Source: an optimization exercise on an open RTL-to-GDS flow (aim: small area). Production flows keep margins and buffers that such runs may drop. RTL that was checked went through simulation tests only; none was proved equivalent to the original. No functional check of the RTL was part of run 1. Power and IR drop assume default switching activity.

==> flow/design.v <==
module emsg_crc8 (
    input  wire [31:0] crc_in,
    input  wire [7:0]  d,
    output reg  [31:0] crc_out
);
    integer i;
    reg [31:0] c;
    always @* begin
        c = crc_in ^ {24'd0, d};
        for (i = 0; i < 8; i = i + 1)
            c = c[0] ? ((c >> 1) ^ 32'hEDB88320) : (c >> 1);
        crc_out = c;
    end
endmodule
module emsg_rx (
    input  wire        clk,
    input  wire        rst,         
    input  wire        rx_valid,    
    input  wire [7:0]  rx_data,
    input  wire        rx_error,    
    input  wire        csr_req,
    input  wire        csr_we,
    input  wire [11:0] csr_addr,
    input  wire [31:0] csr_wdata,
    output reg  [31:0] csr_rdata,
    output wire        msg_avail
);
    localparam integer M  = 32;
    localparam integer QD = 8;
    localparam [2:0] S_PRE     = 3'd0;
    localparam [2:0] S_ADDR    = 3'd1;
    localparam [2:0] S_SIZE    = 3'd2;
    localparam [2:0] S_PAYLOAD = 3'd3;
    localparam [2:0] S_CKSUM   = 3'd4;
    localparam [31:0] PARAMS = 32'h0044_0820;    
    localparam [31:0] CRC_RESIDUE = 32'hDEBB_20E3;
    reg  [2:0]     pstate;
    reg  [4:0]     pcount;        
    reg  [7:0]     rx_src;
    reg  [5:0]     rx_len;        
    reg  [8*M-1:0] rx_buf;
    reg  [31:0]    crc;           
    reg  [31:0]    preamble;
    reg  [31:0]    timeout;
    reg  [31:0]    idle_cnt;
    reg  [31:0]    cnt_ok;
    reg  [31:0]    cnt_crcerr;
    reg  [31:0]    cnt_qdrop;
    reg  [31:0]    cnt_lenclamp;
    reg  [31:0]    cnt_timeout;
    reg  [13:0]    q_fld  [0:QD-1];     
    reg  [8*M-1:0] q_data [0:QD-1];
    reg  [2:0]     q_head;
    reg  [3:0]     q_len;
    wire q_avail = (q_len != 4'd0);
    wire q_full  = q_len[3];
    assign msg_avail = q_avail;
    wire [9:0] csr_word = csr_addr[11:2];
    wire       csr_rd   = csr_req & ~csr_we;
    wire       csr_wr   = csr_req &  csr_we;
    wire wr_preamble = csr_wr && (csr_word == 10'h000);
    wire wr_ctrl     = csr_wr && (csr_word == 10'h001);
    wire wr_timeout  = csr_wr && (csr_word == 10'h009);
    wire cmd_pop    = wr_ctrl & csr_wdata[0];
    wire cmd_clear  = wr_ctrl & csr_wdata[1];
    wire cmd_resync = wr_ctrl & csr_wdata[2];
    wire cmd_cntclr = wr_ctrl & csr_wdata[3];
    wire hd_en = csr_rd && !rst && q_avail && (csr_addr[11:8] == 4'h1) && (csr_addr[7:5] == 3'd0);
    wire [7:0]  head_oh;
    wire [7:0]  word_oh;
    wire [63:0] hd_sel;
    wire [2047:0] hd_bits;       
    genvar gs, gw, gb, gk;
    generate
        for (gs = 0; gs < 8; gs = gs + 1) begin : g_oh
            assign head_oh[gs] = (q_head == gs);
            assign word_oh[gs] = (csr_addr[4:2] == gs) && hd_en;
        end
        for (gs = 0; gs < 8; gs = gs + 1) begin : g_sel
            for (gw = 0; gw < 8; gw = gw + 1) begin : g_w
                assign hd_sel[8*gs+gw] = head_oh[gs] & word_oh[gw];
                assign hd_bits[32*(8*gs+gw) +: 32] = q_data[gs][32*gw +: 32];
            end
        end
    endgenerate
    wire [31:0] hd_raw;
    generate
        for (gb = 0; gb < 32; gb = gb + 1) begin : g_bit
            wire [21:0] t_n;
            for (gk = 0; gk < 21; gk = gk + 1) begin : g_grp
                emsg_aoi3 u_aoi (
                    .s ({hd_sel[3*gk+2], hd_sel[3*gk+1], hd_sel[3*gk]}),
                    .d ({hd_bits[32*(3*gk+2)+gb], hd_bits[32*(3*gk+1)+gb], hd_bits[32*(3*gk)+gb]}),
                    .y_n(t_n[gk])
                );
            end
            assign t_n[21] = ~(hd_sel[63] & hd_bits[32*63+gb]);
            assign hd_raw[gb] = ~&t_n;
        end
    endgenerate
    reg  [31:0] head_word;
    integer j;
    always @* begin
        for (j = 0; j < 4; j = j + 1)
            head_word[8*j +: 8] = ({1'b0, csr_addr[4:2], j[1:0]} < head_size) ? hd_raw[8*j +: 8] : 8'd0;
    end
    wire [13:0] head_fields;
    generate
        for (gb = 0; gb < 14; gb = gb + 1) begin : g_hf
            wire [2:0] f_n;
            emsg_aoi3 u_a0 (
                .s  (head_oh[2:0]),
                .d  ({q_fld[2][gb], q_fld[1][gb], q_fld[0][gb]}),
                .y_n(f_n[0])
            );
            emsg_aoi3 u_a1 (
                .s  (head_oh[5:3]),
                .d  ({q_fld[5][gb], q_fld[4][gb], q_fld[3][gb]}),
                .y_n(f_n[1])
            );
            assign f_n[2] = ~((head_oh[6] & q_fld[6][gb]) | (head_oh[7] & q_fld[7][gb]));
            assign head_fields[gb] = ~&f_n;
        end
    endgenerate
    wire [5:0] head_size = head_fields[13:8];
    wire [7:0] head_src  = head_fields[7:0];
    wire [31:0] status_word = {8'd0, 4'd0, q_len, 3'd0, pcount, 3'd0, pstate, q_full, q_avail};
    wire [31:0] head_info   = {18'd0, head_size, head_src};
    wire        rg_en = csr_rd && !rst && (csr_addr[11:6] == 6'd0);
    wire [15:0] rg_sel;
    generate
        for (gs = 0; gs < 16; gs = gs + 1) begin : g_rsel
            assign rg_sel[gs] = rg_en && (csr_word[3:0] == gs);
        end
    endgenerate
    wire [31:0] reg_rdata;
    wire        sel_info = rg_sel[4'h3] & q_avail;
    generate
        for (gb = 0; gb < 32; gb = gb + 1) begin : g_rg
            wire [3:0] r_n;
            emsg_aoi3 u_r0 (
                .s  ({rg_sel[4'h5], rg_sel[4'h4], rg_sel[4'h0]}),
                .d  ({cnt_crcerr[gb], cnt_ok[gb], preamble[gb]}),
                .y_n(r_n[0])
            );
            emsg_aoi3 u_r1 (
                .s  ({rg_sel[4'h8], rg_sel[4'h7], rg_sel[4'h6]}),
                .d  ({cnt_timeout[gb], cnt_lenclamp[gb], cnt_qdrop[gb]}),
                .y_n(r_n[1])
            );
            assign r_n[2] = ~((rg_sel[4'h9] & timeout[gb]) | (rg_sel[4'h2] & status_word[gb]) |
                              (sel_info & head_info[gb]));
            assign r_n[3] = ~(rg_sel[4'hA] & PARAMS[gb]);
            assign reg_rdata[gb] = ~&r_n;
        end
    endgenerate
    always @* csr_rdata = reg_rdata | head_word;
    wire [31:0] pre_w     = wr_preamble ? csr_wdata : preamble;
    wire [31:0] timeout_w = wr_timeout  ? csr_wdata : timeout;
    wire        do_pop    = cmd_pop && q_avail;
    wire [2:0]  q_head_w  = do_pop ? q_head + 3'd1 : q_head;
    wire [3:0]  q_len_w   = cmd_clear ? 4'd0 : (do_pop ? q_len - 4'd1 : q_len);
    wire [2:0]  pstate_w  = cmd_resync ? S_PRE : pstate;
    wire [4:0]  pcount_w  = cmd_resync ? 5'd0  : pcount;
    wire        len_big     = (rx_data > M);
    wire [7:0]  len_clamped = len_big ? M[7:0] : rx_data;
    wire [7:0]  crc_byte    = (pstate_w == S_SIZE) ? len_clamped : rx_data;
    wire [31:0] crc_next;
    emsg_crc8 u_crc (
        .crc_in  (crc),
        .d       (crc_byte),
        .crc_out (crc_next)
    );
    wire [1:0]  pre_idx     = pcount_w[1:0];
    wire [7:0]  pre_byte    = pre_w[8*pre_idx +: 8];
    wire        ck_match    = (crc_next == CRC_RESIDUE);
    wire [2:0]  q_tail      = q_head_w + q_len_w[2:0];
    wire        idle_parser = (pstate_w == S_PRE) && (pcount_w == 5'd0);
    wire [31:0] idle_inc;
    wire [32:0] idle_c;
    assign idle_c[0] = 1'b1;
    generate
        for (gb = 0; gb < 32; gb = gb + 1) begin : g_idle
            emsg_inc_bit u_inc (
                .q (idle_cnt[gb]),
                .k (~(wr_timeout | cmd_resync)),
                .ci(idle_c[gb]),
                .d (idle_inc[gb]),
                .co(idle_c[gb+1])
            );
        end
    endgenerate
    wire        tmo_zero    = (timeout_w == 32'd0);
    wire        tmo_fire    = !rx_valid && !tmo_zero && !idle_parser && (idle_inc == timeout_w);
    wire        idle_clr    = rx_valid | idle_parser | tmo_fire;
    wire        push_ok     = rx_valid && (pstate_w == S_CKSUM) && (pcount_w[1:0] == 2'd3) &&
                              ck_match && !q_len_w[3];
    wire ck_end       = rx_valid && (pstate_w == S_CKSUM) && (pcount_w[1:0] == 2'd3);
    wire inc_ok       = ck_end && ck_match && !q_len_w[3];
    wire inc_qdrop    = ck_end && ck_match && q_len_w[3];
    wire inc_crcerr   = ck_end && !ck_match;
    wire inc_lenclamp = rx_valid && (pstate_w == S_SIZE) && len_big;
    wire inc_timeout  = tmo_fire;
    wire cnt_keep     = ~(rst | cmd_cntclr);
    wire [4:0]   cnt_inc = {inc_timeout, inc_lenclamp, inc_qdrop, inc_crcerr, inc_ok};
    wire [159:0] cnt_q   = {cnt_timeout, cnt_lenclamp, cnt_qdrop, cnt_crcerr, cnt_ok};
    wire [159:0] cnt_d;
    generate
        for (gs = 0; gs < 5; gs = gs + 1) begin : g_cnt
            wire [32:0] c;
            assign c[0] = cnt_inc[gs] & ~rst;
            for (gb = 0; gb < 32; gb = gb + 1) begin : g_b
                emsg_inc_bit u_inc (
                    .q (cnt_q[32*gs+gb]),
                    .k (cnt_keep),
                    .ci(c[gb]),
                    .d (cnt_d[32*gs+gb]),
                    .co(c[gb+1])
                );
            end
        end
    endgenerate
    always @(posedge clk)
        {cnt_timeout, cnt_lenclamp, cnt_qdrop, cnt_crcerr, cnt_ok} <= cnt_d;
    generate
        for (gb = 0; gb < M; gb = gb + 1) begin : g_rxb
            always @(posedge clk)
                if (rx_valid && pstate_w == S_PAYLOAD && pcount_w == gb)
                    rx_buf[8*gb +: 8] <= rx_data;
        end
    endgenerate
    always @(posedge clk) begin
        if (rx_valid) begin
            crc <= (pstate_w == S_PRE) ? 32'hFFFF_FFFF : crc_next;
            if (pstate_w == S_ADDR && pcount_w[0])
                rx_src <= rx_data;
            if (pstate_w == S_SIZE)
                rx_len <= len_clamped[5:0];
        end
        idle_cnt <= idle_clr ? 32'd0 : idle_inc;
        if (push_ok) begin
            q_fld[q_tail]  <= {rx_len, rx_src};
            q_data[q_tail] <= rx_buf;
        end
        if (rst) begin
            pstate       <= S_PRE;
            pcount       <= 5'd0;
            preamble     <= 32'hDDCC_BBAA;
            timeout      <= 32'd0;
            q_head       <= 3'd0;
            q_len        <= 4'd0;
        end else begin
            preamble     <= pre_w;
            timeout      <= timeout_w;
            q_head       <= q_head_w;
            q_len        <= q_len_w;
            pstate       <= pstate_w;
            pcount       <= pcount_w;
            if (rx_valid) begin
                case (pstate_w)
                    S_ADDR: begin
                        if (pcount_w[0] == 1'b0) begin
                            pcount <= 5'd1;
                        end else begin
                            pstate <= S_SIZE;
                            pcount <= 5'd0;
                        end
                    end
                    S_SIZE: begin
                        pcount <= 5'd0;
                        pstate <= (rx_data == 8'd0) ? S_CKSUM : S_PAYLOAD;
                    end
                    S_PAYLOAD: begin
                        if ({1'b0, pcount_w} + 6'd1 == rx_len) begin
                            pstate <= S_CKSUM;
                            pcount <= 5'd0;
                        end else begin
                            pcount <= pcount_w + 5'd1;
                        end
                    end
                    S_CKSUM: begin
                        if (pcount_w[1:0] != 2'd3) begin
                            pcount <= pcount_w + 5'd1;
                        end else begin
                            pstate <= S_PRE;
                            pcount <= 5'd0;
                            if (ck_match && !q_len_w[3])
                                q_len <= q_len_w + 4'd1;
                        end
                    end
                    default: begin
                        pstate <= S_PRE;
                        if (rx_data == pre_byte) begin
                            if (pre_idx == 2'd3) begin
                                pstate <= S_ADDR;
                                pcount <= 5'd0;
                            end else begin
                                pcount <= {3'd0, pre_idx} + 5'd1;
                            end
                        end else begin
                            pcount <= 5'd0;
                        end
                    end
                endcase
            end else if (tmo_fire) begin
                pstate      <= S_PRE;
                pcount      <= 5'd0;
            end
        end
    end
endmodule
module emsg_aoi3 (
    input  wire [2:0] s,
    input  wire [2:0] d,
    output wire       y_n
);
    assign y_n = ~|(s & d);
endmodule
module emsg_inc_bit (
    input  wire q,
    input  wire k,
    input  wire ci,
    output wire d,
    output wire co
);
    wire qm = q & k;
    assign d  = qm ^ ci;
    assign co = qm & ci;
endmodule
==> flow/flow/run.sh <==
#!/bin/bash
# The standard layout with two changes in how it is made:
#  - clock-tree synthesis adds no dummy loads and uses mid-size clock buffers
#    in clusters of up to 16 sinks;
#  - each input and output port still gets its own buffer, but a buf_1
#    instead of the larger delay buffer buffer_ports picks by default.
set -euo pipefail
export CTS_ARGS="-sink_clustering_enable -repair_clock_nets -buf_list sky130_fd_sc_hd__clkbuf_8 -sink_clustering_size 16 -sink_clustering_max_diameter 50 -dont_use_dummy_load"
export BUFFER_PORTS_ARGS="-buffer_cell sky130_fd_sc_hd__buf_1"
bash standard.sh finish > standard_flow.log 2>&1
==> flow/standard.sh <==
#!/bin/bash
# synth_recipe.tcl (not shown) runs the flow's synth.tcl, then flattens the netlist and writes it again
# the make line also repeats each setting of config.mk as NAME=value (left out here)
make -C /OpenROAD-flow-scripts/flow DESIGN_CONFIG=/design/flow/config.mk WORK_HOME=/design/flow/orfs CLKGATE_MAP_FILE= SYNTH_SCRIPT=/design/flow/synth_recipe.tcl "${@:-finish}"
==> flow/config.mk <==
export PLATFORM = sky130hd
export DESIGN_NAME = emsg_rx
export DESIGN_NICKNAME = emsg_rx
export VERILOG_FILES = /design/flow/design.v
export SDC_FILE = /design/flow/constraint.sdc
export NUM_CORES = 4
export LEC_CHECK = 0
export CAP_MARGIN = 20
export CORE_MARGIN = 2
export CORE_UTILIZATION = 50
export CTS_BUF_LIST = sky130_fd_sc_hd__clkbuf_8
export CTS_CLUSTER_DIAMETER = 50
export CTS_CLUSTER_SIZE = 16
export SLEW_MARGIN = 20
export SYNTH_HIERARCHICAL = 1
==> flow/constraint.sdc <==
create_clock -name core_clock -period 10.0 [get_ports {clk}]
set_input_delay 2.0000 -clock core_clock [delete_from_list [all_inputs] [get_ports {clk}]]
set_output_delay 2.0000 -clock core_clock [all_outputs]
set_load 0.01 [all_outputs]
==> out/results.ini, run 1 <==
[clock_tree]
htree_levels = 4
cts_tree = yes
clk_pin_slew_worst_paths_ps = 70
hold_buffers = 0
numCtsBuffers = 226
cts_sinks = 2733
ctsRootBufferMaster = clkbuf_8
clkLatencyLatePin_ps = 1060
clk_path_buf_depth = 3

[global_routing]
grt_pass1_wl_mm = 455
grt_pass1_vias = 56700
grt_usage = 0.325
antenna_found_initial = 13
grt_overflow = 0
grt_max_degree = 150

[sta]
tightest_slew_ps = 1280
setup_ws_ps = -3470
fmax_mhz = 74.2
rsz0062_at_grt = yes
hold_ws_ps = 510
maxSlewViolCount = 0
tns_ps = -52540
relSlewSlack = 0.148
finClkSkew_ps = 125
min_period_ps = 13470
final-hold-violation-count = 0
setup_viol = 41
period_share = 1.35

[status]
so_faults = negative setup slack
status = failed layout checks

[flow_run]
maxCapViolations = 0

[final_layout]
largest_reg_flops = 2048
final_cells = 8443
top_register = q_data
finalInstanceArea_um2 = 111000
multiInputGateArea_um2 = 20800
seqCellArea_um2 = 79400
fillCellCount = 15000
nNetsFinal = 6068
drive_above_1_share = 0.139
top_regs = q_data x2048, rx_buf x256, q_fld x112
syn2layout_area_growth_pct = 12.2

[synth]
seq_area_frac_synth = 0.803
synth_area_per_cell_um2 = 19.0
synth_flop_cell = edfxtp_1
synthesis.nets = 5473
syn-instance-count = 5206
synth_area_leaders = edfxtp_1, a222oi_1, dfxtp_1
ys_ff_latch = 2733
yosysWarnings = 8
syn_area_um2 = 98800
synth-edff-count = 2462
async_flop_share = 0
synth_top_cell_area_share = 0.748
synth_cell_types = 76
yosys.area.top_type = edfxtp_1

[drt]
drt_iter0_drc = 12300
ant_nets = 0
drtPass1Iterations = 9
viasPerCell = 6.99
drc = 0
num_vias = 59000
post_drt_wl_per_cell_um = 39.4
wl_mm = 332

[power_and_ir_drop]
ir_drop_uv = 123
p_per_area_nw_per_um2 = 161
cellLeakagePower_nw = 35.8

[floorplan]
core-area_um2 = 197000
start_util = 0.502
io_pins = 91
die_h_um = 449
row_count = 163
die_w_um = 449
die_area_um2 = 201000

[place]
placed_area_um2 = 107000
gp_congestion = 0.917
dp_slack_ps = -5130
portBuffers = 87
dp_cells = 8202
hpwl_mm = 194

[worst_setup_path]
start_kind = input port
cp.required_ps = 10860
cpMostUsedCell = ha_4
worst_ep_arrival_time_ps = 14340
slowest_delay_ps = 570
critPathMaxFanout = 2
crit_type = input port to flop
critPathSlowestCell = or4_4
cp-end-kind = flop

[hold_path]
hold_path.class = flop to flop

-- report_power, final --
group / leakage, nW / internal [mW] / total [mW] / switching (mW)
registers: 24.2 / 12.3 / 12.3 / 0.0000990
logic: 9.91 / 0.0877 / 0.226 / 0.139
clock network: 1.62 / 2.00 / 5.42 / 3.43
total: 35.8 / 14.3 / 17.9 / 3.57
-- cell usage after synthesis, types with 24 or more instances --
| cell type | number |
|---|---|
| or4_1 | 35 |
| xor2_1 | 28 |
| mux2i_1 | 41 |
| inv_1 | 46 |
| edfxtp_1 | 2462 |
| ha_1 | 208 |
| xnor2_1 | 53 |
| o22ai_1 | 24 |
| o21ai_0 | 38 |
| and2_1 | 234 |
| nand3_1 | 63 |
| a2111oi_0 | 34 |
| nand2b_1 | 35 |
| nor2_1 | 184 |
| or3_1 | 33 |
| a222oi_1 | 766 |
| a21oi_1 | 69 |
| clkbuf_1 | 45 |
| nand4_1 | 140 |
| dfxtp_1 | 271 |
| nor4_1 | 29 |
| nand2_1 | 179 |
-- metal layers --
| layer | GRT usage | vias to the layer above | wire, µm |
|---|---|---|---|
| met3 | 0.0816 | 655 | 43900 |
| li1 | - | 23600 | - |
| met5 | 0 | - | 21 |
| met4 | 0.145 | 4 | 16400 |
| met1 | 0.455 | 30400 | 125000 |
| met2 | 0.485 | 4322 | 147000 |
-- cell type report --
cell class,count,area share
clock buffer,226,0.0280
sequential,2733,0.716
timing repair buffer,423,0.0370
antenna,4,0.0000903
multi-input combinational,2370,0.188
tap,2640,0.0298
inverter,47,0.00159
-- kinds of logic (layout without fill, tap and decap cells) --
| kind of cell | after synthesis | in the layout | synth area share |
|---|---|---|---|
| AO/OA/AOI/OAI | 993 | 993 | 0.0928 |
| XOR/XNOR | 110 | 110 | 0.0137 |
| adder cells (fa/ha/maj) | 209 | 209 | 0.0265 |
| buffers and inverters | 103 | 696 | 0.00446 |
| flip-flops | 2733 | 2733 | 0.803 |
| multiplexers | 41 | 41 | 0.00415 |
| other | 1 | 5 | 0.0000379 |
| AND/OR/NAND/NOR | 1016 | 1016 | 0.0555 |
-- per-module statistics from Yosys (local to each module, per instance) --
module,cell area [µm²],cells,flip-flops and latches
emsg_inc_bit,18.8,2,0
emsg_aoi3,10.0,1,0
emsg_crc8,960,65,0
emsg_rx,86600,3993,2733
-- critical path, delay by kind of cell --
kind                       cells  cell delay (ps)
AOI/OAI and AO/OA              2              140
adders and majority gates     64            10020
buffers and inverters          3              380
and+or+nand+nor               10             1710
-- per-stage QoR --
step,util,power (mW)
after global routing,0.563,18.3
final,0.563,17.9
after global placement,0.544,12.7
after detailed placement,0.544,12.7
after CTS,0.563,18.0
after floorplan,-,12.6
-- worst paths after layout --
check                              start  cells past startpoint                      end  slack (ps)
setup / recovery            csr_addr[11]                     79  cnt_timeout[31]$_DFF_P_       -3470
hold / removal    timeout[18]$_SDFF_PP0_                      2   timeout[18]$_SDFF_PP0_         510
setup reg to reg  idle_cnt[0]$_SDFF_PP0_                     74  cnt_timeout[31]$_DFF_P_       -1650
hold reg to reg   timeout[18]$_SDFF_PP0_                      2   timeout[18]$_SDFF_PP0_         510
-- cells in the final DEF (no fill, tap or decap), types with 27 or more instances in the layout --
cell type,count
a21oi_1,67
dfxtp_1,271
nor2_1,90
xnor2_1,52
nor2_4,68
inv_1,46
and2_1,232
mux2i_1,41
buf_4,234
a222oi_1,766
nor2_2,27
or4_1,34
nand3_1,63
edfxtp_1,2462
ha_4,64
ha_1,144
o21ai_0,38
clkbuf_8,226
nand2_1,179
nand4_1,140
nand2b_1,33
or3_1,33
xor2_1,27
buf_1,76
buf_12,94
-- timing repair --
| action | CTS | global route |
|---|---|---|
| hold endpoints to repair | 0 | 0 |
| pin swaps | 19 | 5 |
| endpoints found under the setup margin | 42 | 87 |
| gates cloned | 1 | 1 |
| resized for setup | 61 | 6 |
| setup buffers | 6 | 3 |
==> run 2: changes to the inputs <==
--- a/flow/design.v
+++ b/flow/design.v
@@ -75,5 +75,5 @@
         for (gs = 0; gs < 8; gs = gs + 1) begin : g_oh
             assign head_oh[gs] = (q_head == gs);
-            assign word_oh[gs] = (csr_addr[4:2] == gs) && hd_en;
+            assign word_oh[gs] = (csr_addr[4:2] == gs);
         end
         for (gs = 0; gs < 8; gs = gs + 1) begin : g_sel
@@ -103,5 +103,5 @@
     always @* begin
         for (j = 0; j < 4; j = j + 1)
-            head_word[8*j +: 8] = ({1'b0, csr_addr[4:2], j[1:0]} < head_size) ? hd_raw[8*j +: 8] : 8'd0;
+            head_word[8*j +: 8] = (hd_en && {1'b0, csr_addr[4:2], j[1:0]} < head_size) ? hd_raw[8*j +: 8] : 8'd0;
     end
     wire [13:0] head_fields;
@@ -177,18 +177,5 @@
     wire [2:0]  q_tail      = q_head_w + q_len_w[2:0];
     wire        idle_parser = (pstate_w == S_PRE) && (pcount_w == 5'd0);
-    wire [31:0] idle_inc;
-    wire [32:0] idle_c;
-    assign idle_c[0] = 1'b1;
-    generate
-        for (gb = 0; gb < 32; gb = gb + 1) begin : g_idle
-            emsg_inc_bit u_inc (
-                .q (idle_cnt[gb]),
-                .k (~(wr_timeout | cmd_resync)),
-                .ci(idle_c[gb]),
-                .d (idle_inc[gb]),
-                .co(idle_c[gb+1])
-            );
-        end
-    endgenerate
+    wire [31:0] idle_inc    = ((wr_timeout | cmd_resync) ? 32'd0 : idle_cnt) + 32'd1;
     wire        tmo_zero    = (timeout_w == 32'd0);
     wire        tmo_fire    = !rx_valid && !tmo_zero && !idle_parser && (idle_inc == timeout_w);
@@ -208,15 +195,6 @@
     generate
         for (gs = 0; gs < 5; gs = gs + 1) begin : g_cnt
-            wire [32:0] c;
-            assign c[0] = cnt_inc[gs] & ~rst;
-            for (gb = 0; gb < 32; gb = gb + 1) begin : g_b
-                emsg_inc_bit u_inc (
-                    .q (cnt_q[32*gs+gb]),
-                    .k (cnt_keep),
-                    .ci(c[gb]),
-                    .d (cnt_d[32*gs+gb]),
-                    .co(c[gb+1])
-                );
-            end
+            assign cnt_d[32*gs +: 32] = rst ? 32'd0 :
+                                        ((cmd_cntclr ? 32'd0 : cnt_q[32*gs +: 32]) + {31'd0, cnt_inc[gs]});
         end
     endgenerate
@@ -317,13 +295,2 @@
     assign y_n = ~|(s & d);
 endmodule
-module emsg_inc_bit (
-    input  wire q,
-    input  wire k,
-    input  wire ci,
-    output wire d,
-    output wire co
-);
-    wire qm = q & k;
-    assign d  = qm ^ ci;
-    assign co = qm & ci;
-endmodule
==> run 2 against run 1 <==
Now clean on timing, DRC and antenna. Combinational power grew 58%. Sequential share of layout area grew 0.91 points. Power grew 0.93%. Clock skew shrank 17 ps. Synthesized cell count grew 7.9%. Routed wire length grew 3.0%. Sequential cell count is the same. Largest cell class unchanged.
==> out/results.ini, run 2 <==
[status]
status = timing/DRC/antenna clean

[worst_setup_path]
cpMostUsedCell = nand2_1
cp_top_family = compound AO/OA/AOI/OAI gates
cp-startpoint = q_head[0]$_SDFF_PP0_
r2r_cells = 23
cp-end-kind = output port
slowest_delay_ps = 870
crit_path_cell_trace = inv_1 -> ha_1 -> nand2_1 -> inv_1 -> a222oi_1 -> nand2_1 -> a221oi_1 -> ha_1 -> nand2_1 -> o21ai_0 -> a21oi_1 -> nand2b_1 -> o21ai_0 -> buf_1
start_kind = flop
critPathMaxFanout = 14
worst_ep_arrival_time_ps = 6950
r2r-start = pstate[2]$_SDFF_PP0_
regToRegEndpoint = cnt_ok[26]$_SDFF_PP0_
critPathBufInv = 3
crit_type = flop to output port
regToRegSetupSlack_ps = 3230
cp.required_ps = 8000
critPathSlowestCell = a21oi_1

[final_layout]
syn2layout_area_growth_pct = 9.62
top_register = q_data
drive_above_1_share = 0.101
finalInstanceArea_um2 = 110000
nNetsFinal = 6134
final_cell_mix = edfxtp_1, a222oi_1, nor2_1, dfxtp_1, nand2_1
largest_reg_flops = 2048
layout_commonest_cell = edfxtp_1
top_regs = q_data x2048, rx_buf x256, q_fld x112

[synth]
synth.most_common_cell = edfxtp_1
yosys.area.top_type = edfxtp_1
synthesis.nets = 5704
seq_area_frac_synth = 0.794
synth_area_per_cell_um2 = 17.8
syn-instance-count = 5615
async_flop_share = 0
synth_top_cell_area_share = 0.740
ys_ff_latch = 2733
yosysWarnings = 8
synth_common_cells = edfxtp_1, a222oi_1, nor2_1
synth_area_leaders = edfxtp_1, a222oi_1, dfxtp_1
synth_flop_cell = edfxtp_1
synth-edff-count = 2462
synth_cell_types = 75
syn_area_um2 = 99900

[floorplan]
row_count = 164
start_util = 0.501
core-area_um2 = 199000
io_pins = 91
die_area_um2 = 203000
die_h_um = 451
die_w_um = 451

[power_and_ir_drop]
clock_power_share = 0.302
seqPwrFrac = 0.678
swShare = 0.206
cellLeakagePower_nw = 33.9
internal_power_mw = 14.4
p_per_area_nw_per_um2 = 165
power.switching_mw = 3.72
ir_drop_uv = 159
pwr-share-comb = 0.020
fin_total_pwr_mw = 18.1

[clock_tree]
clkLatencyLatePin_ps = 1100
htree_levels = 4
numCtsBuffers = 225
ctsRootBufferMaster = clkbuf_8
post_cts.repair.setup_buffers = 0
clk_path_buf_depth = 3
cts_tree = yes
hold_buffers = 0
clk_pin_slew_worst_paths_ps = 70
cts_sinks = 2733
cts_resized = 0

[drt]
wl_mm = 342
viasPerCell = 7.13
drt_iter0_drc = 13000
post_drt_wl_per_cell_um = 39.2
drc = 0
ant_nets = 0
drtPass1Iterations = 10
num_vias = 62200

[place]
portBuffers = 87
placed_area_um2 = 106000
hpwl_mm = 203
gp_congestion = 0.919

[sta]
fmax_mhz = 112
period_share = 0.895
finClkSkew_ps = 108
rsz0062_at_grt = no
tightest_slew_ps = 1250
relSlewSlack = 0.167
min_period_ps = 8950
final-hold-violation-count = 0
maxSlewViolCount = 0
setup_viol = 0

[hold_path]
hp-start = cnt_qdrop[7]$_SDFF_PP0_
hold_path.class = flop to flop
hold_end = cnt_qdrop[7]$_SDFF_PP0_
worst_hold_path.num_cells = 2

[global_routing]
grt_max_degree = 145
grt_usage = 0.330
grt_pass1_vias = 58100
grt_overflow = 0
antenna_found_initial = 19
grt_pass1_wl_mm = 464

[flow_run]
maxCapViolations = 0

==> run 2: worst max-delay path by stage <==
stage / end / slack (ps) / depth (start not counted)
finish: csr_rdata[19] / 1050 / 14
global route: csr_rdata[19] / 840 / 14
CTS: csr_rdata[18] / 1080 / 15
detailed placement: cnt_ok[26]$_SDFF_PP0_ / 920 / 28
global placement: cnt_ok[28]$_SDFF_PP0_ / 970 / 28
floorplan: q_data[2][0]$_DFFE_PP_ / -2390 / 19
==> run 2: layout make-up <==
| class | instances | area, µm² |
|---|---|---|
| well taps | 2656 | 3320 |
| multi-input cells | 2737 | 20900 |
| inverters | 43 | 161 |
| diodes | 21 | 52.6 |
| clock buffers | 225 | 3100 |
| repair buffers | 305 | 2650 |
| flip-flops and latches | 2733 | 79400 |
| fillers | 15500 | 89700 |
==> run 2: cells by family (layout without fill, tap and decap cells) <==
logic type               count (synthesis)  count (layout)  synth area share
flip-flops                            2733            2733             0.794
multiplexers                            71              71           0.00723
other                                    0              21                 0
buffers and inverters                  145             573           0.00572
adder cells (fa/ha/maj)                 31              31           0.00396
XOR/XNOR                               248             248            0.0257
AO/OA/AOI/OAI                         1020            1020            0.0944
AND/OR/NAND/NOR                       1367            1367            0.0686
==> run 2: power by group through the flow <==
stage / clock network (mW) / registers [mW] / logic (mW)
2_1_floorplan: 0 / 12.5 / 0.142
3_3_place_gp: 0 / 12.5 / 0.341
3_5_place_dp: 0 / 12.5 / 0.343
4_1_cts: 5.49 / 12.3 / 0.345
5_1_grt: 5.88 / 12.3 / 0.362
6_report: 5.46 / 12.3 / 0.356
==> run 2: metrics by stage <==
| step | setup WS, ps | cells | hold WS (ps) | utilization | TNS [ps] |
|---|---|---|---|---|---|
| floorplan | -2390 | 5615 | 458 | - | -2567760 |
| global placement | 970 | 8467 | 478 | 0.533 | 0 |
| detailed placement | 924 | 8470 | 497 | 0.533 | 0 |
| CTS | 1080 | 8695 | 506 | 0.549 | 0 |
| global route | 842 | 8704 | 526 | 0.549 | 0 |
| finish | 1050 | 8720 | 501 | 0.550 | 0 |
==> run 2: worst reg2reg max path: cells and delay by family, from the launching register on <==
| family | cells | cell delay [ps] |
|---|---|---|
| compound gates | 1 | 360 |
| xor+xnor | 4 | 1250 |
| fa+ha+maj | 2 | 450 |
| flops | 1 | 390 |
| simple gates | 16 | 4140 |
==> run 2: modules after synthesis (local to each module, per instance) <==
module     cells  copies in the design  flip-flops and latches
emsg_rx     4786                     1                    2733
emsg_crc8     65                     1                       0
emsg_aoi3      1                   764                       0
==> run 2: layer usage <==
metal  global-route usage  vias up  wire length (µm)
met5                    0        -                73
met4                0.149       10             16300
met3                0.104      787             48400
met2                0.498     4724            155000
met1                0.438    32000            123000
li1                     -    24700                 -
==> run 3: changes to the inputs <==
--- a/flow/design.v
+++ b/flow/design.v
@@ -69,5 +69,5 @@
     wire [7:0]  head_oh;
     wire [7:0]  word_oh;
-    wire [63:0] hd_sel;
+    wire [255:0] hd_sel;      
     wire [2047:0] hd_bits;       
     genvar gs, gw, gb, gk;
@@ -79,5 +79,7 @@
         for (gs = 0; gs < 8; gs = gs + 1) begin : g_sel
             for (gw = 0; gw < 8; gw = gw + 1) begin : g_w
-                assign hd_sel[8*gs+gw] = head_oh[gs] & word_oh[gw];
+                for (gk = 0; gk < 4; gk = gk + 1) begin : g_lane
+                    emsg_nor2 u_sel (.a(~head_oh[gs]), .b(~word_oh[gw]), .y(hd_sel[4*(8*gs+gw)+gk]));
+                end
                 assign hd_bits[32*(8*gs+gw) +: 32] = q_data[gs][32*gw +: 32];
             end
@@ -90,10 +92,10 @@
             for (gk = 0; gk < 21; gk = gk + 1) begin : g_grp
                 emsg_aoi3 u_aoi (
-                    .s ({hd_sel[3*gk+2], hd_sel[3*gk+1], hd_sel[3*gk]}),
+                    .s ({hd_sel[4*(3*gk+2)+gb/8], hd_sel[4*(3*gk+1)+gb/8], hd_sel[4*(3*gk)+gb/8]}),
                     .d ({hd_bits[32*(3*gk+2)+gb], hd_bits[32*(3*gk+1)+gb], hd_bits[32*(3*gk)+gb]}),
                     .y_n(t_n[gk])
                 );
             end
-            assign t_n[21] = ~(hd_sel[63] & hd_bits[32*63+gb]);
+            assign t_n[21] = ~(hd_sel[4*63+gb/8] & hd_bits[32*63+gb]);
             assign hd_raw[gb] = ~&t_n;
         end
@@ -295,2 +297,9 @@
     assign y_n = ~|(s & d);
 endmodule
+module emsg_nor2 (
+    input  wire a,
+    input  wire b,
+    output wire y
+);
+    assign y = ~(a | b);
+endmodule
==> run 3 against run 2 <==
Still clean. Largest cell class unchanged. Via count fell by 0.84%. Non-clock buffer count rose by 4. Core utilization fell by 0.11 points. Combinational power fell by about 10%. Power barely moved. Maximum frequency fell by 0.20%.
==> out/results.ini, run 3 <==
[status]
status = timing/DRC/antenna clean

[final_layout]
final_util = 0.549
final_cells = 8921
multiInputGateArea_um2 = 21200
nNetsFinal = 6346
final_cell_mix = edfxtp_1, a222oi_1, nor2_1, dfxtp_1, nand2_1
top_regs = q_data x2048, rx_buf x256, q_fld x112
syn2layout_area_growth_pct = 8.86
fillCellCount = 15900
finalInstanceArea_um2 = 110000
drive_above_1_share = 0.0907
largest_reg_flops = 2048
top_register = q_data
seqCellArea_um2 = 79400
layout_commonest_cell = edfxtp_1

[global_routing]
grt_overflow = 0
antenna_found_initial = 21
grt_pass1_wl_mm = 438
grt_pass1_vias = 58200
grt_usage = 0.304
grt_max_degree = 126

[worst_setup_path]
crit_type = input port to output port
cp.required_ps = 8000
cp-startpoint = csr_addr[2]
r2r-start = idle_cnt[0]$_SDFF_PP0_
start_kind = input port
critPathMaxFanout = 18
worst_ep_arrival_time_ps = 6970
cp-end-kind = output port

[synth]
synth_common_cells = edfxtp_1, a222oi_1, nor2_1
synth_cell_types = 79
synth_area_leaders = edfxtp_1, a222oi_1, dfxtp_1
synth.most_common_cell = edfxtp_1
seq_area_frac_synth = 0.788
async_flop_share = 0
yosysWarnings = 8
yosys.area.top_type = edfxtp_1
synth-edff-count = 2462
synth_flop_cell = edfxtp_1
syn-instance-count = 5809
synth_top_cell_area_share = 0.734
syn_area_um2 = 101000
ys_ff_latch = 2733
synthesis.nets = 5899
synth_area_per_cell_um2 = 17.3

[clock_tree]
hold_buffers = 0
cts_tree = yes
cts_resized = 0
htree_levels = 4
cts_sinks = 2733
clk_pin_slew_worst_paths_ps = 60
clkLatencyLatePin_ps = 1050
ctsRootBufferMaster = clkbuf_8
numCtsBuffers = 234
clk_path_buf_depth = 3
post_cts.repair.setup_buffers = 0

[sta]
tightest_slew_ps = 1190
period_share = 0.897
setup_viol = 0
setup_ws_ps = 1030
relSlewSlack = 0.204
finClkSkew_ps = 107
min_period_ps = 8970
fmax_mhz = 112
maxSlewViolCount = 0
rsz0062_at_grt = no
final-hold-violation-count = 0

[power_and_ir_drop]
swShare = 0.202
internal_power_mw = 14.4
power.switching_mw = 3.65
p_per_area_nw_per_um2 = 165
cellLeakagePower_nw = 33.8
fin_total_pwr_mw = 18.1
pwr-share-comb = 0.018
clock_power_share = 0.304
seqPwrFrac = 0.678
ir_drop_uv = 151

[drt]
num_vias = 61700
drtPass1Iterations = 10
drc = 0
wl_mm = 316
viasPerCell = 6.91
ant_nets = 0
post_drt_wl_per_cell_um = 35.4
drt_iter0_drc = 12400

[floorplan]
die_h_um = 453
row_count = 164
io_pins = 91
core-area_um2 = 200000
die_area_um2 = 205000
start_util = 0.504
die_w_um = 453

[place]
dp_slack_ps = 999
placed_area_um2 = 106000
hpwl_mm = 212
portBuffers = 87
dp_cells = 8674
gp_congestion = 0.929

[hold_path]
hold_path.class = flop to flop
hp-start = cnt_ok[12]$_SDFF_PP0_

[flow_run]
maxCapViolations = 0

[run 3: cell count changes after synthesis, sizes merged, moves of 8 or more]
cell / change
a2111oi: -8
a211oi: +9
and2: +12
clkbuf: -11
nand2: -10
nand4: +49
nor2: +202
nor2b: -10
nor3b: -9
o21ai: -10
o31ai: +11
or3: -8
xnor2: +31
xor2: -27
[run 3: path summary, 6_finish.rpt]
kind                                endpoint  slack, ps  cells past startpoint
setup / recovery               csr_rdata[11]       1030                     12
hold / removal         cnt_ok[12]$_SDFF_PP0_        510                      2
setup reg to reg  cnt_timeout[31]$_SDFF_PP0_       3580                     20
hold reg to reg        cnt_ok[12]$_SDFF_PP0_        510                      2
[run 3: cells by family after synthesis]
logic type                 synth area share
and+or+nand+nor                      0.0768
xor gates and xnor gates             0.0258
adders and majority gates           0.00405
muxes                               0.00777
buffers and inverters               0.00534
AOI/OAI and AO/OA                    0.0922
DFF                                   0.788
[run 3: power by group through the flow]
stage	clock network, mW	logic [mW]	registers (mW)
after detailed placement	0	0.316	12.5
after global routing	5.99	0.331	12.3
final	5.50	0.320	12.3
after floorplan	0	0.143	12.5
after global placement	0	0.315	12.5
after CTS	5.58	0.317	12.3
[run 3: Yosys stat by module, one instance, submodules excluded]
module     area (µm²)  flops+latches
emsg_aoi3        10.0              0
emsg_crc8         960              0
emsg_nor2        3.75              0
emsg_rx         91100           2733
[run 3: cell type report]
type                    instances  area share
flip-flops and latches       2733       0.724
inverters                      36     0.00123
clock buffers                 234      0.0294
repair buffers                309      0.0218
diodes                         11    0.000251
multi-input cells            2942       0.193
well taps                    2656      0.0303
[run 3: worst max-delay path, stage by stage]
cell	delay [ps]
buf_1	600
nor2_1	170
nand2_2	710
nor2_1	360
a222oi_1	680
nand4_1	270
or4_1	630
a2111oi_0	560
buf_4	230
o221ai_1	210
a211o_1	340
buf_1	140
[run 3: per-layer routing]
metal | share of wire | GRT usage | vias to the layer above
li1 | - | - | 25400
met5 | 0.000041 | 0 | -
met1 | 0.37 | 0.422 | 31500
met4 | 0.045 | 0.120 | 2
met3 | 0.13 | 0.0698 | 613
met2 | 0.45 | 0.467 | 4144
[run 3: metrics by stage]
stage               setup TNS, ps  hold WS, ps
global route                    0          535
global placement                0          482
detailed placement              0          497
CTS                             0          509
finish                          0          513
floorplan                -6210060          458
==> run 4: changes to the inputs <==
--- a/flow/config.mk
+++ b/flow/config.mk
@@ -12,4 +12,5 @@
 export CTS_CLUSTER_DIAMETER = 50
 export CTS_CLUSTER_SIZE = 16
+export PLACE_DENSITY = 0.8
 export SLEW_MARGIN = 20
 export SYNTH_HIERARCHICAL = 1
==> run 4 against run 3 <==
Clock power down 8.5%. Highest routed layer unchanged. Synthesized cell count is the same. Routed wire length decreased by 11%. Global-route usage shrank 3.5 points. Still clean. Non-clock buffer count fell by 12. Power fell by 2.6%. Die area stayed put. Synthesized area unchanged.
==> out/results.ini, run 4 <==
[synth]
yosysWarnings = 8
yosys.area.top_type = edfxtp_1
synth_area_per_cell_um2 = 17.3
synth.most_common_cell = edfxtp_1
async_flop_share = 0
synth_cell_types = 79
synth_area_leaders = edfxtp_1, a222oi_1, dfxtp_1
syn_area_um2 = 101000
ys_ff_latch = 2733
synth_top_cell_area_share = 0.734
synth_common_cells = edfxtp_1, a222oi_1, nor2_1
synthesis.nets = 5899
seq_area_frac_synth = 0.788
syn-instance-count = 5809
synth-edff-count = 2462
synth_flop_cell = edfxtp_1

[global_routing]
grt_usage = 0.268
grt_overflow = 0
grt_max_degree = 129
grtUsageMet2 = 0.413
antenna_found_initial = 5
grt_pass1_wl_mm = 401
grtUsageMet1 = 0.358
gr-max-usage-layer = met2
met3_usage = 0.0594
grt_pass1_vias = 58500

[sta]
min_period_ps = 9030
fmax_mhz = 111
maxSlewViolCount = 0
period_share = 0.903
tightest_slew_ps = 1180
rsz0062_at_grt = no
finClkSkew_ps = 124
final-hold-violation-count = 0
setup_viol = 0
tns_ps = 0
relSlewSlack = 0.208
hold_ws_ps = 509

[power_and_ir_drop]
clock_power_share = 0.286
p_per_area_nw_per_um2 = 162
swShare = 0.196
internal_power_mw = 14.1
power.switching_mw = 3.46
seqPwrFrac = 0.696
ir_drop_uv = 136
fin_total_pwr_mw = 17.6
pwr-share-comb = 0.018
cellLeakagePower_nw = 33.5

[hold_path]
hold_path.class = flop to flop

[clock_tree]
cts_tree = yes
numCtsBuffers = 201
clk_path_buf_depth = 3
ctsRootBufferMaster = clkbuf_8
clkLatencyLatePin_ps = 1030
cts_sinks = 2733
cts_resized = 0
hold_buffers = 0
post_cts.repair.setup_buffers = 0
clk_pin_slew_worst_paths_ps = 100
htree_levels = 4

[status]
status = timing/DRC/antenna clean

[worst_setup_path]
crit_type = input port to output port
worst_ep_arrival_time_ps = 7030
cp.required_ps = 8000
cp-end-kind = output port
critPathMaxFanout = 21
start_kind = input port

[final_layout]
syn2layout_area_growth_pct = 8.16
largest_reg_flops = 2048
finalInstanceArea_um2 = 109000
top_regs = q_data x2048, rx_buf x256, q_fld x112
drive_above_1_share = 0.0823
top_register = q_data
final_cell_mix = edfxtp_1, a222oi_1, nor2_1, dfxtp_1, nand2_1
layout_commonest_cell = edfxtp_1
nNetsFinal = 6301

[place]
hpwl_mm = 195
placed_area_um2 = 106000
portBuffers = 87
gp_congestion = 0.977

[drt]
drc = 0
wl_mm = 282
num_vias = 61700
viasPerCell = 6.96
drt_iter0_drc = 13200
post_drt_wl_per_cell_um = 31.8
drtPass1Iterations = 13
ant_nets = 0

[floorplan]
row_count = 164
die_w_um = 453
core-area_um2 = 200000
die_h_um = 453
die_area_um2 = 205000
io_pins = 91
start_util = 0.504

[flow_run]
maxCapViolations = 0

## run 4: kinds of logic (layout without fill, tap and decap cells)
group                      Yosys count  after routing  share of synthesized area
AOI/OAI and AO/OA                  999            999                     0.0922
xor gates and xnor gates           252            252                     0.0258
adders and majority gates           32             32                    0.00405
buffers and inverters              134            534                    0.00534
DFF                               2733           2733                      0.788
muxes                               77             77                    0.00777
other                                0              3                          0
and+or+nand+nor                   1582           1582                     0.0768
## run 4: layer usage
metal | share of wire | wire [µm]
met3 | 0.14 | 40000
met4 | 0.060 | 17000
met1 | 0.34 | 96700
met2 | 0.45 | 128000
met5 | 0.000099 | 28
## run 4: path summary, 6_finish.rpt
path,from,endpoint,slack [ps],depth (start not counted)
worst min-delay path,cnt_lenclamp[31]$_SDFF_PP0_,cnt_lenclamp[31]$_SDFF_PP0_,510,2
worst min register to register,cnt_lenclamp[31]$_SDFF_PP0_,cnt_lenclamp[31]$_SDFF_PP0_,510,2
worst max-delay path,csr_addr[2],csr_rdata[18],970,11
worst max register to register,pstate[2]$_SDFF_PP0_,cnt_ok[29]$_SDFF_PP0_,3640,22
## run 4: metrics by stage
stage | instances | setup slack (ps) | util
3_5_place_dp | 8664 | 1010 | 0.531
5_1_grt | 8866 | 1050 | 0.545
6_report | 8868 | 971 | 0.545
4_1_cts | 8865 | 1220 | 0.545
2_1_floorplan | 5809 | -4170 | -
3_3_place_gp | 8664 | 1130 | 0.531
## run 4: critical path, cell delays in order
cell	delay [ps]
buf_1	590
nor2b_1	260
nand2b_2	760
nor2_1	290
buf_4	260
a222oi_1	420
nand4_1	170
or4_1	630
o31ai_1	980
nand2_1	370
buf_1	250
## run 4: area by class of cell
cell class | instances | area [µm²]
Clock buffer | 201 | 2770
Fill cell | 15000 | 90900
Antenna cell | 3 | 7.51
Sequential cell | 2733 | 79400
Timing Repair Buffer | 297 | 2180
Tap cell | 2656 | 3320
Multi-Input combinational cell | 2942 | 21200
Inverter | 36 | 135
## run 4: power groups by stage
stage	logic, mW	clock network, mW	registers [mW]
after floorplan	0.143	0	12.5
after global placement	0.300	0	12.5
after detailed placement	0.306	0	12.5
after CTS	0.308	5.06	12.3
after global routing	0.323	5.41	12.3
final	0.315	5.03	12.3
## run 4: Yosys stat by module, one instance, submodules excluded
module     flops+latches  area [µm²]  times used
emsg_aoi3              0        10.0         764
emsg_nor2              0        3.75         256
emsg_rx             2733       91100           1
emsg_crc8              0         960           1

## re-timing with driven ports
No port has a modelled driver above. Below, the same layouts with a new extraction and two added sets of constraints.
Step 1 (the two cells are an assumption about what drives the block):
set clk [get_ports {clk}]
set_driving_cell -lib_cell sky130_fd_sc_hd__clkbuf_16 $clk
set_driving_cell -lib_cell sky130_fd_sc_hd__buf_2 [delete_from_list [all_inputs] $clk]
Step 2 times the ports against the registers' clock, not the clock port: input delays grow and output delays shrink by t, the midpoint of the rising clock arrivals with the driver on.
Three values: ideal, step 1, step 2; two values: the first two.
| run | shift t [ns] | setup slack, ns | worst setup path after step 2 | cell pins on the clock port's net |
|---|---|---|---|---|
| run 1 | 1.058 | -3.475 / -3.413 / -4.471 | input to register | 1 |
| run 2 | 1.106 | 1.050 / 0.971 / 0.719 | input to register | 1 |
| run 3 | 1.079 | 1.032 / 1.007 / 0.822 | input to register | 1 |
| run 4 | 1.041 | 0.971 / 0.942 / 0.858 | input to register | 1 |
The setup slack of run 1, which loses most, moves by +0.062 ns with the drivers and by -0.996 ns with both steps.
